What follows belongs to an exercise in optimizing a design on an open flow for small area, a short achievable clock period and few clock cycles per item; a production flow would make more cautious choices.
In this exercise RTL edits were held to simulation tests only and were not proved equivalent to the original.

## flow/design.v (module list and top-level ports; edited modules follow where they fit)
// module led_sce_glut: 267 lines
// module led_sce_cell: 2963 lines
module led_sce_cell (
    input  wire               clk,
    input  wire               rst,
    input  wire [15:0]        kp,
    input  wire [15:0]        smooth,
    input  wire [15:0]        noise,
    input  wire               delta,
    input  wire               in_valid,
    output wire               in_ready,
    input  wire signed [17:0] in_target,
    input  wire signed [17:0] in_cur,
    input  wire signed [17:0] in_sm,
    output reg                out_valid,
    input  wire               out_ready,
    output reg  signed [17:0] out_cur,
    output reg  signed [17:0] out_sm,
    output reg         [7:0]  out_value
);
  // ...
==> flow/run.sh <==
#!/bin/bash
# synth_recipe.tcl (not shown) runs the flow's synth.tcl, then flattens the netlist and writes it again
# the make line also repeats each setting of config.mk as NAME=value (left out here)
make -C /OpenROAD-flow-scripts/flow DESIGN_CONFIG=/design/flow/config.mk WORK_HOME=/design/flow/orfs CLKGATE_MAP_FILE= SYNTH_SCRIPT=/design/flow/synth_recipe.tcl finish
==> flow/config.mk <==
export PLATFORM = sky130hd
export DESIGN_NAME = led_sce_cell
export DESIGN_NICKNAME = led_sce_cell
export VERILOG_FILES = /design/flow/design.v
export SDC_FILE = /design/flow/constraint.sdc
export NUM_CORES = 4
export LEC_CHECK = 0
export ABC_AREA = 1
export CAP_MARGIN = 20
export CORE_MARGIN = 2
export CORE_UTILIZATION = 40
export SLEW_MARGIN = 20
export SYNTH_MEMORY_MAX_BITS = 65536
==> flow/constraint.sdc <==
create_clock -name core_clock -period 55.0 [get_ports {clk}]
set_input_delay 11.0000 -clock core_clock [delete_from_list [all_inputs] [get_ports {clk}]]
set_output_delay 11.0000 -clock core_clock [all_outputs]
set_load 0.01 [all_outputs]
==> impl_metrics.json, run 1 <==
{
  "fin_skew_ps": 31.07,
  "regMostFlops": "d2",
  "cts_setup_buffers": 0,
  "num_vias": 30289,
  "synth-compound-area-share_pct": 14.52,
  "worst_hold_path_type": "reg2reg",
  "synth-seq-cells": 288,
  "worst_slack_ps": 42560,
  "holdWs_ps": 442.5,
  "path_delay_family": "buffers and inverters",
  "synthMuxAreaShare_pct": 0.05712,
  "wl_met2_um": 53370,
  "first_iter_violations": 3419,
  "fp.dieArea_sq_um": 90000,
  "wl_met3_um": 10890,
  "crit_type": "reg2out",
  "status": "complete, no violations",
  "top_usage_layer": "met2",
  "relSlewSlack_pct": 24.72,
  "ys.flop_type": "edfxtp_1",
  "seq_share_pct": 19.65,
  "cp_max_fo": 1,
  "ys_warn_count": 2,
  "drc": 0,
  "drive_above_1_share_pct": 4.792,
  "core_area_sq_um": 86750,
  "taps": 1155,
  "cts.path.max_buffers": 3,
  "dp_hpwl_um": 91180,
  "setup_viol": 0,
  "grt_pass1_wl_um": 181500,
  "start_util_pct": 40.40,
  "syn_avg_cell_area_sq_um": 8.250,
  "hold_viol": 0,
  "final_cell_area_sq_um": 38980,
  "die_h_um": 300,
  "multi_input_area_share_pct": 60.78
}
Testbench counts, summed over its fixed seeds: cycles 16,032, items 16,000.
==> run 2: changes to the inputs <==
--- a/flow/design.v
+++ b/flow/design.v
@@ -280,17 +280,17 @@
     output reg                out_valid,
     input  wire               out_ready,
     output reg  signed [17:0] out_cur,
     output reg  signed [17:0] out_sm,
     output reg         [7:0]  out_value
 );
     reg  sv;                           
     reg  rdy;                          
-    reg  ovi;                          
+    reg  novi;                         
     wire en = !sv;
     assign in_ready = rdy;
     reg  v0, v1, v2;                   
     reg [15:0] kp_r, sc_r, nz_r;
     reg        dl_r;
     always @(posedge clk) begin
         kp_r <= kp;
         sc_r <= smooth;
@@ -3186,42 +3186,43 @@
     wire [17:0] uc_sum_hi = uc_f_a[33:16] + uc_f_b[33:16] + {17'd0, uc_rc557};
     wire [33:0] uc_sum = {uc_sum_hi, 1'b0, 1'b0, 1'b0, 1'b0, 1'b0, 1'b0, 1'b0, 1'b0, 1'b0, 1'b0, 1'b0, 1'b0, 1'b0, 1'b0, 1'b0, 1'b0};
     wire        [33:0] c_sum = uc_sum + 34'd0;
     wire signed [17:0] sm    = c_sum[33:16];
     wire        [7:0]  val   = dl_r ? {~sm[16], sm[15:9]} : sm[15:8] + {7'd0, sm[7]};
     reg signed [17:0] k_cur, k_sm;
     reg        [7:0]  k_val;
     wire arr  = en && v2;
-    wire take = !ovi || out_ready;
+    wire hold = !novi && !out_ready;   
+    wire take = !hold;
     always @(posedge clk) begin
         if (rst) begin
             v0 <= 1'b0;
             v1 <= 1'b0;
             v2 <= 1'b0;
             out_valid <= 1'b0;
-            ovi <= 1'b0;
+            novi <= 1'b1;
             sv <= 1'b0;
             rdy <= 1'b1;
         end else begin
             if (en) begin
                 v0 <= in_valid;
                 v1 <= v0;
                 v2 <= v1;
             end
             if (take) begin
                 out_valid <= sv || arr;
-                ovi <= sv || arr;
+                novi <= !(sv || arr);
             end
             sv <= sv ? !take : (arr && !take);
             rdy <= sv ? take : !(arr && !take);
         end
     end
     always @(posedge clk) begin
-        if (take) begin
+        if (!hold) begin
             out_cur   <= sv ? k_cur : c2;
             out_sm    <= sv ? k_sm  : sm;
             out_value <= sv ? k_val : val;
         end
         if (!sv) begin
             k_cur <= c2;
             k_sm  <= sm;
             k_val <= val;
==> flow/flow/run.sh (new file) <==
#!/bin/bash
# Own layout flow: the standard layout (standard.sh, ORFS synth to finish)
# with two make variables changed:
#  * SYNTH_ARGS=-noabc: Yosys's synth skips its generic "abc -fast" pass, so
#    the full-adder trees written out in the RTL reach extract_fa as written
#    and map to sky130 fa/ha cells without extra inverters. The register
#    names and cell types are the same as in the standard synthesis.
#  * BUFFER_PORTS_ARGS: every input and output port still gets its buffer,
#    but a sky130_fd_sc_hd__buf_1 instead of the clkdlybuf4s50_1 delay cell.
# Each tool's full output is in the ORFS logs under orfs/logs/; make's own
# output goes to flow_make.log here.
set -euo pipefail
bash standard.sh SYNTH_ARGS=-noabc "BUFFER_PORTS_ARGS=-buffer_cell sky130_fd_sc_hd__buf_1" finish > flow_make.log 2>&1
==> flow/standard.sh (new file) <==
#!/bin/bash
# synth_recipe.tcl (not shown) runs the flow's synth.tcl, then flattens the netlist and writes it again
# the make line also repeats each setting of config.mk as NAME=value (left out here)
make -C /OpenROAD-flow-scripts/flow DESIGN_CONFIG=/design/flow/config.mk WORK_HOME=/design/flow/orfs CLKGATE_MAP_FILE= SYNTH_SCRIPT=/design/flow/synth_recipe.tcl "${@:-finish}"
removed: flow/run.sh
==> run 2 against run 1 <==
Still clean. First-iteration DRC count shrank 12%. Global-route usage grew 0.51 points. Synthesized area shrank 5.6%.
==> impl_metrics.json, run 2 <==
{
  "crit_chain": "buf_1",
  "clk_pin_slew_ps": 70,
  "cp_max_fo": 1,
  "synth_area_leaders": "fa_1 (23%), edfxtp_1 (17%), xor2_1 (10%)",
  "syn_avg_cell_area_sq_um": 8.685,
  "fin_tns_setup_ps": 0,
  "relSlewSlack_pct": 19.46,
  "first_iter_violations": 3023,
  "hold_path_end": "k_cur[8]",
  "finalCritPeriodShare_pct": 21.96,
  "regMostFlops": "d2",
  "grt_start_max_net_pins": 100,
  "ys_async_sr_fraction_pct": 0,
  "num_vias": 28294,
  "ys_warn_count": 2,
  "synth_seq_area_share_pct": 23.19,
  "path_buf_inv": 1,
  "layout_commonest_cell": "nand2_1",
  "r2r-start": "c1[17]",
  "fp.dieArea_sq_um": 85070,
  "critPathMaxStageDelay_ps": 380,
  "worstPathRequired_ps": 44000,
  "setup_viol": 0,
  "routed_wl_um": 114700,
  "fin_crit_ps": 12080,
  "io_buffers": 152,
  "grt_pass1_vias": 28165,
  "drtAntennaViolNets": 0,
  "area_growth_pct": 9.031,
  "syn_inst": 3811,
  "clock_sinks": 289,
  "insertion_delay_ps": 570,
  "drt-vias-per-instance": 5.694,
  "critPathSlowestCell": "edfxtp_1",
  "timing.max_cap.violations": 0,
  "yosys.area.top_type_share_pct": 22.68,
  "synth.distinct_cells": 62,
  "antenna_found_initial": 2,
  "ioPinCount": 153,
  "start_kind": "flop",
  "drc": 0,
  "yosysTopAreaCell": "fa_1",
  "finalWeightedCongestion": 1.073,
  "start_util_pct": 40.38,
  "largest_reg_flops": 19,
  "drive_above_1_share_pct": 4.797,
  "clock.fmax_ghz": 0.08279,
  "routedWlPerCell_um": 23.08,
  "dp_hpwl_um": 86270,
  "synth-seq-cells": 289,
  "final-max-slew-violation-count": 0,
  "final_cell_mix": "nand2_1 (537), nor2_1 (394), inv_1 (375), xor2_1 (375), fa_1 (375)",
  "hold_viol": 0,
  "cts_resized": 0,
  "cts_setup_buffers": 0,
  "synthMostInstantiatedCell": "nand2_1",
  "first_pass_iters": 6,
  "grt.total_usage_pct": 26.83,
  "ys.flop_type": "edfxtp_1",
  "die_h_um": 291.7,
  "status": "complete, no violations",
  "fin_skew_ps": 19.14,
  "cts-root-buf": "clkbuf_16",
  "nFillCells": 8321,
  "holdWs_ps": 453.5,
  "hold_depth": 2,
  "grt_pass1_wl_um": 175000,
  "nets": 4544,
  "end_kind": "output pin",
  "reg2reg_depth": 46,
  "multiInputGateArea_sq_um": 23190,
  "rows": 105,
  "path_delay_family": "flip-flops",
  "cts_tree": "done",
  "die_x_um": 291.7,
  "reg2reg_to": "d2[18]",
  "cp.arrival_ps": 1080,
  "cts_max_level": 2,
  "worst_hold_path_type": "reg2reg",
  "regToRegSetupSlack_ps": 43760,
  "cts.path.max_buffers": 3,
  "crit_type": "reg2out",
  "tightest_slew_ps": 1204,
  "synth_edf_count": 189,
  "rsz0062_at_grt": "no",
  "cts_hold_buf": 0,
  "syn_nets": 4484,
  "core_area_sq_um": 81980,
  "numCtsBuffers": 35,
  "synth_area_sq_um": 33100,
  "hp-start": "k_cur[8]",
  "synthTopCellsByCount": "nand2_1 (537), nor2_1 (397), xor2_1 (382)",
  "regArea_sq_um": 7680,
  "grt_overflow": 0
}
-- run 2: cell count changes in the layout (fill, tap and decap cells not counted), sizes merged, moves of 25 or more --
| cell | before | now |
|---|---|---|
| buf | 65 | 219 |
| clkdlybuf4s50 | 152 | 0 |
| inv | 760 | 391 |
| nand2 | 629 | 544 |
| nand3 | 121 | 96 |
| nor2 | 309 | 397 |
-- run 2: worst max-delay path by stage --
stage,depth (start not counted),end,slack (ps),start
floorplan,2,out_cur[0],42670,out_ready
global placement,6,out_valid,42770,out_ready
detailed placement,6,out_valid,42740,out_ready
CTS,1,out_cur[10],42880,out_cur[10]
global route,1,out_cur[10],42870,out_cur[10]
finish,1,out_cur[10],42920,out_cur[10]
-- run 2: through the flow --
stage / instances / util, % / worst slack (ps) / cell area (sq um)
floorplan: 3811 / - / 42670 / 33100
global placement: 4904 / 42.52 / 42770 / 34860
detailed placement: 4904 / 42.52 / 42740 / 34860
CTS: 4968 / 44.01 / 42880 / 36080
global route: 4968 / 44.02 / 42870 / 36090
finish: 4969 / 44.02 / 42920 / 36090
-- run 2: layout make-up --
class / count / area share [%]
Tap cell: 1070 / 3.710
Inverter: 420 / 4.389
Sequential cell: 289 / 21.28
Antenna cell: 1 / 0.006934
Multi-Input combinational cell: 2906 / 64.26
Timing Repair Buffer: 219 / 2.975
Clock inverter: 20 / 0.7107
Clock buffer: 44 / 2.663
-- run 2: kinds of logic after synthesis --
kind of cell / after synthesis / synth area share [%]
AOI/OAI and AO/OA: 790 / 14.50
xor gates and xnor gates: 444 / 11.86
adders and majority gates: 566 / 29.90
buffers and inverters: 616 / 7.065
DFF: 289 / 23.19
and+or+nand+nor: 1106 / 13.47
-- run 2: tightest hold or removal path: cells and delay by family, from the launching register on --
| family | cells | cell delay, ps |
|---|---|---|
| flops | 1 | 310 |
| simple gates | 2 | 120 |
-- run 2: metal layers --
layer  wire, um  global-route usage [%]  share of wire [%]  vias to the layer above
met4       4381                   9.115                3.8                        0
li1           -                       -                  -                    12900
met1      47950                   36.41                 42                    13791
met3      11470                   6.873                 10                      234
met5          0                       0                  0                        -
met2      50880                   41.62                 44                     1369
Testbench counts of run 2, summed over its fixed seeds: cycles 16,032, items 16,000.

[re-timing with driven ports]
The flow's constraints put no driver on any port. The routed layouts listed below were extracted and timed again, unchanged, in two steps. Step 1 sets driving cells, clkbuf_16 on the clock port and buf_2 on the other inputs (assumed; they add their load-dependent delay and slew). Step 2 moves the port delays by t, midway between the first and last clock arrival at a register: inputs arrive t later, outputs are due t later. That takes back most of the time a late clock gives input paths. a / b / c = ideal / step 1 / step 2; a / b = the first two.
run	t, ns	setup slack, ns	worst register clock-pin slew, ns	pins driven straight from the clock port
run 1	0.635	42.560 / 42.493 / 42.400	0.08 / 0.08	1
run 2	0.618	42.922 / 42.863 / 42.757	0.07 / 0.07	1
After both steps setup and hold are still met in every run listed. For run 2, which loses most, drivers alone change the setup slack by -0.059 ns; drivers and shift together by -0.165 ns.
